This is an optimization exercise on Yosys and OpenROAD, whose aim is small area, not a production implementation.
Only simulation tests tie the RTL to the original design; equivalence was not proved.
Power and IR drop assume default switching activity. No driver is modelled on the clock port, so clocking that relies on it looks cheaper here than on a real chip.

==> run A <==
## lcdm_framer
module lcdm_framer (
    input  wire        clk,
    input  wire        rst,
    input  wire        op_valid,
    output wire        op_ready,
    input  wire [7:0]  op_sel,
    input  wire [15:0] op_arg,
    input  wire [7:0]  op_len,
    input  wire        hin_valid,
    output reg         hin_ready,
    input  wire [7:0]  hin_data,
    output reg         hout_valid,
    input  wire        hout_ready,
    output reg  [7:0]  hout_data,
    output reg         res_valid,
    output reg  [3:0]  res_code,
    output reg  [7:0]  res_byte,
    output reg         t_req_valid,
    input  wire        t_req_ready,
    output reg  [2:0]  t_req_kind,
    output reg  [15:0] t_req_data,
    output reg         t_req_last,
    input  wire        t_rsp_valid,
    output reg         t_rsp_ready,
    input  wire [7:0]  t_rsp_data,
    input  wire        t_rsp_last,
    input  wire        t_rsp_err,
    input  wire        t_rsp_empty
);
==> flow/config.mk <==
export PLATFORM = sky130hd
export DESIGN_NAME = lcdm_framer
export DESIGN_NICKNAME = lcdm_framer
export VERILOG_FILES = /design/flow/design.v
export SDC_FILE = /design/flow/constraint.sdc
export NUM_CORES = 4
export LEC_CHECK = 0
export ABC_AREA = 1
export CAP_MARGIN = 20
export CORE_MARGIN = 2
export CORE_UTILIZATION = 70
export PLACE_DENSITY = 0.75
export SLEW_MARGIN = 20
==> flow/constraint.sdc <==
create_clock -name core_clock -period 10.0 [get_ports {clk}]
set_input_delay 2.0000 -clock core_clock [delete_from_list [all_inputs] [get_ports {clk}]]
set_output_delay 2.0000 -clock core_clock [all_outputs]
set_load 0.01 [all_outputs]
standard.sh (not shown) runs the stock make flow with config.mk's settings and CLKGATE_MAP_FILE= SYNTH_SCRIPT=/design/flow/synth_recipe.tcl, a recipe that flattens the netlist after the stock synthesis.
==> flow/flow/run.sh <==
#!/bin/bash
# Standard ORFS layout (the standard.sh, unchanged synthesis), with
# smaller port buffers, a clock tree built without dummy loads, and an
# area-oriented resynthesis of the combinational logic after floorplan
# (flow/restructure.tcl; registers untouched).
set -euo pipefail
here=$(pwd)
export BUFFER_PORTS_ARGS="-buffer_cell sky130_fd_sc_hd__buf_1"
export CTS_ARGS="-sink_clustering_enable -repair_clock_nets -dont_use_dummy_load -sink_clustering_size 35 -sink_clustering_max_diameter 90 -buf_list {sky130_fd_sc_hd__clkbuf_16}"
export POST_FLOORPLAN_TCL="$here/flow/restructure.tcl"
export RS_PASSES=4
bash standard.sh > standard_flow.log 2>&1
==> flow/flow/restructure.tcl <==
# Post-floorplan hook: area-oriented resynthesis of the combinational logic
# between the registers (OpenROAD restructure, ABC), repeated RS_PASSES times.
# Registers, ports and the synthesized register names are left as the
# standard synthesis made them.  Each pass names its tie cells rmp_const_*,
# so the previous pass's tie cells are renamed first to keep names unique.
set rs_lib [lindex $::env(LIB_FILES) 0]
set rs_dir $::env(OBJECTS_DIR)/restructure
file mkdir $rs_dir
report_design_area
for {set rs_i 0} {$rs_i < $::env(RS_PASSES)} {incr rs_i} {
  restructure -target area -liberty_file $rs_lib \
    -tielo_port sky130_fd_sc_hd__conb_1/LO -tiehi_port sky130_fd_sc_hd__conb_1/HI \
    -work_dir $rs_dir
  foreach rs_inst [[ord::get_db_block] getInsts] {
    set rs_name [$rs_inst getName]
    if {[string match "rmp_const_*" $rs_name]} {
      $rs_inst rename "rs${rs_i}_[string range $rs_name 4 end]"
    }
  }
  report_design_area
}
==> run P (differences from run A) <==
==> flow/flow/run.sh (replaced) <==
#!/bin/bash
# Standard ORFS layout (the standard.sh, unchanged synthesis), with
# smaller port buffers, a clock tree built without dummy loads, and
# power recovery (downsizing off the critical paths) after global route.
set -euo pipefail
export BUFFER_PORTS_ARGS="-buffer_cell sky130_fd_sc_hd__buf_1"
export CTS_ARGS="-sink_clustering_enable -repair_clock_nets -dont_use_dummy_load -sink_clustering_size 32 -sink_clustering_max_diameter 90 -buf_list {sky130_fd_sc_hd__clkbuf_16}"
export RECOVER_POWER=100
bash standard.sh > standard_flow.log 2>&1
--- a/flow/config.mk
+++ b/flow/config.mk
@@ -5,7 +5,6 @@
 export SDC_FILE = /design/flow/constraint.sdc
 export NUM_CORES = 4
 export LEC_CHECK = 0
-export ABC_AREA = 1
 export CAP_MARGIN = 20
 export CORE_MARGIN = 2
 export CORE_UTILIZATION = 70
removed: flow/flow/restructure.tcl
==> impl_metrics.ini <==
[outcome]
run_status = complete, but fails checks
so_faults = capacitance limit, slew limit

[sta]
slew_viol_final = 9

[run]
cap_violations = 1
# the run above: run P

==> impl_metrics.ini <==
[sta]
slew_viol_final = 0
clock_skew_ns = 0.0573

[pwr]
leakagePower_nw = 5.30

[outcome]
run_status = timing/DRC/antenna clean

[run]
cap_violations = 0

[cells_and_area]
multi_input_area_share_pct = 14.8

[synthesis]
syn-instance-count = 1258
# the run above: run A


========
==> run a: inputs <==
Starting RTL as in the previous note.
export LEC_CHECK = 0
export CAP_MARGIN = 20
export CORE_MARGIN = 2
export CORE_UTILIZATION = 70
export PLACE_DENSITY = 0.75
export SLEW_MARGIN = 20
create_clock -name core_clock -period 10.0 [get_ports {clk}]
==> flow/flow/run.sh <==
#!/bin/bash
# Standard ORFS layout (the standard.sh, unchanged synthesis), with
# smaller port buffers, a clock tree built without dummy loads, and an
# area-oriented resynthesis of the combinational logic after floorplan
# (flow/restructure.tcl; registers untouched).
set -euo pipefail
here=$(pwd)
export BUFFER_PORTS_ARGS="-buffer_cell sky130_fd_sc_hd__buf_1"
export CTS_ARGS="-sink_clustering_enable -repair_clock_nets -dont_use_dummy_load -sink_clustering_size 32 -sink_clustering_max_diameter 90 -buf_list {sky130_fd_sc_hd__clkbuf_16}"
export POST_FLOORPLAN_TCL="$here/flow/restructure.tcl"
export RS_PASSES=1
bash standard.sh > standard_flow.log 2>&1
==> flow/flow/restructure.tcl <==
# Post-floorplan hook: area-oriented resynthesis of the combinational logic
# between the registers (OpenROAD restructure, ABC).  Registers, ports and
# the synthesized register names are left as the standard synthesis made them.
set rs_lib [lindex $::env(LIB_FILES) 0]
set rs_dir $::env(OBJECTS_DIR)/restructure
file mkdir $rs_dir
report_design_area
for {set rs_i 0} {$rs_i < $::env(RS_PASSES)} {incr rs_i} {
  restructure -target area -liberty_file $rs_lib \
    -tielo_port sky130_fd_sc_hd__conb_1/LO -tiehi_port sky130_fd_sc_hd__conb_1/HI \
    -work_dir $rs_dir
  report_design_area
}
==> run b: changes against run a <==
==> flow/flow/run.sh (replaced) <==
#!/bin/bash
# Standard ORFS layout (the standard.sh, unchanged synthesis), with
# smaller port buffers and a clock tree built without dummy loads.
set -euo pipefail
export BUFFER_PORTS_ARGS="-buffer_cell sky130_fd_sc_hd__buf_1"
export CTS_ARGS="-sink_clustering_enable -repair_clock_nets -dont_use_dummy_load -sink_clustering_size 30 -sink_clustering_max_diameter 100 -buf_list {sky130_fd_sc_hd__clkbuf_16}"
bash standard.sh > standard_flow.log 2>&1
--- a/flow/config.mk
+++ b/flow/config.mk
@@ -9,4 +9,3 @@
 export CORE_MARGIN = 2
-export CORE_UTILIZATION = 70
-export PLACE_DENSITY = 0.75
+export CORE_UTILIZATION = 60
 export SLEW_MARGIN = 20
removed: flow/flow/restructure.tcl
==> run notes <==
Peak supply drop: run a 198 µV; run b 206 µV
Finished Core Util: run a 73.0%; run b 65.4%
Routed met3 length: run a 3350 µm; run b 1980 µm
Source-to-sink clock delay at the later pin of the worst-skew pair: run a 0.55 ns; run b 0.53 ns
Crit path buffers/inverters: run a 5; run b 2
Internal Pwr Total: run a 2.90 mW; run b 2.93 mW
Post-placement cell count: run a 1,388; run b 1,449
WP data arrival: run a 4.03 ns; run b 3.49 ns
Largest net degree at the start of global routing: run a 33; run b 31
Status: run a timing/DRC/antenna clean; run b timing/DRC/antenna clean
Worst flop-to-flop path endpoint: run a state[0]; run b cnt[2]
Busiest layer in global routing: run a met2; run b met1
Non-clock buffer contribution to total cell area: run a 2.85%; run b 2.73%

==> static timing again, ports no longer ideal <==
How much do the figures lean on ideal ports? The routed layouts below were timed once more, with nothing changed but the port constraints. Step 1, drivers: a clkbuf_16 drives clk and a buf_2 each remaining input, both assumed. Step 2 times the ports against the registers' clock, not the clock port: input delays grow and output delays shrink by t, the midpoint of the rising clock arrivals with the driver on. Three values: no drivers, after step 1, after step 2; two values: the first two.
run	t, ns	setup slack, ns	hold slack, ns	latest minus earliest clock arrival (ns)	cell pins on the clock port's net
run A of note 1	0.560	4.523 / 4.476 / 4.933	0.326 / 0.326 / 0.326	0.057 / 0.057	1
run P of note 1	0.570	3.811 / 3.762 / 4.332	0.289 / 0.289 / 0.289	0.077 / 0.077	1
run a of note 2	0.571	3.967 / 3.918 / 4.488	0.290 / 0.290 / 0.290	0.065 / 0.065	1
run b of note 2	0.564	4.506 / 4.456 / 4.890	0.288 / 0.288 / 0.288	0.046 / 0.046	1
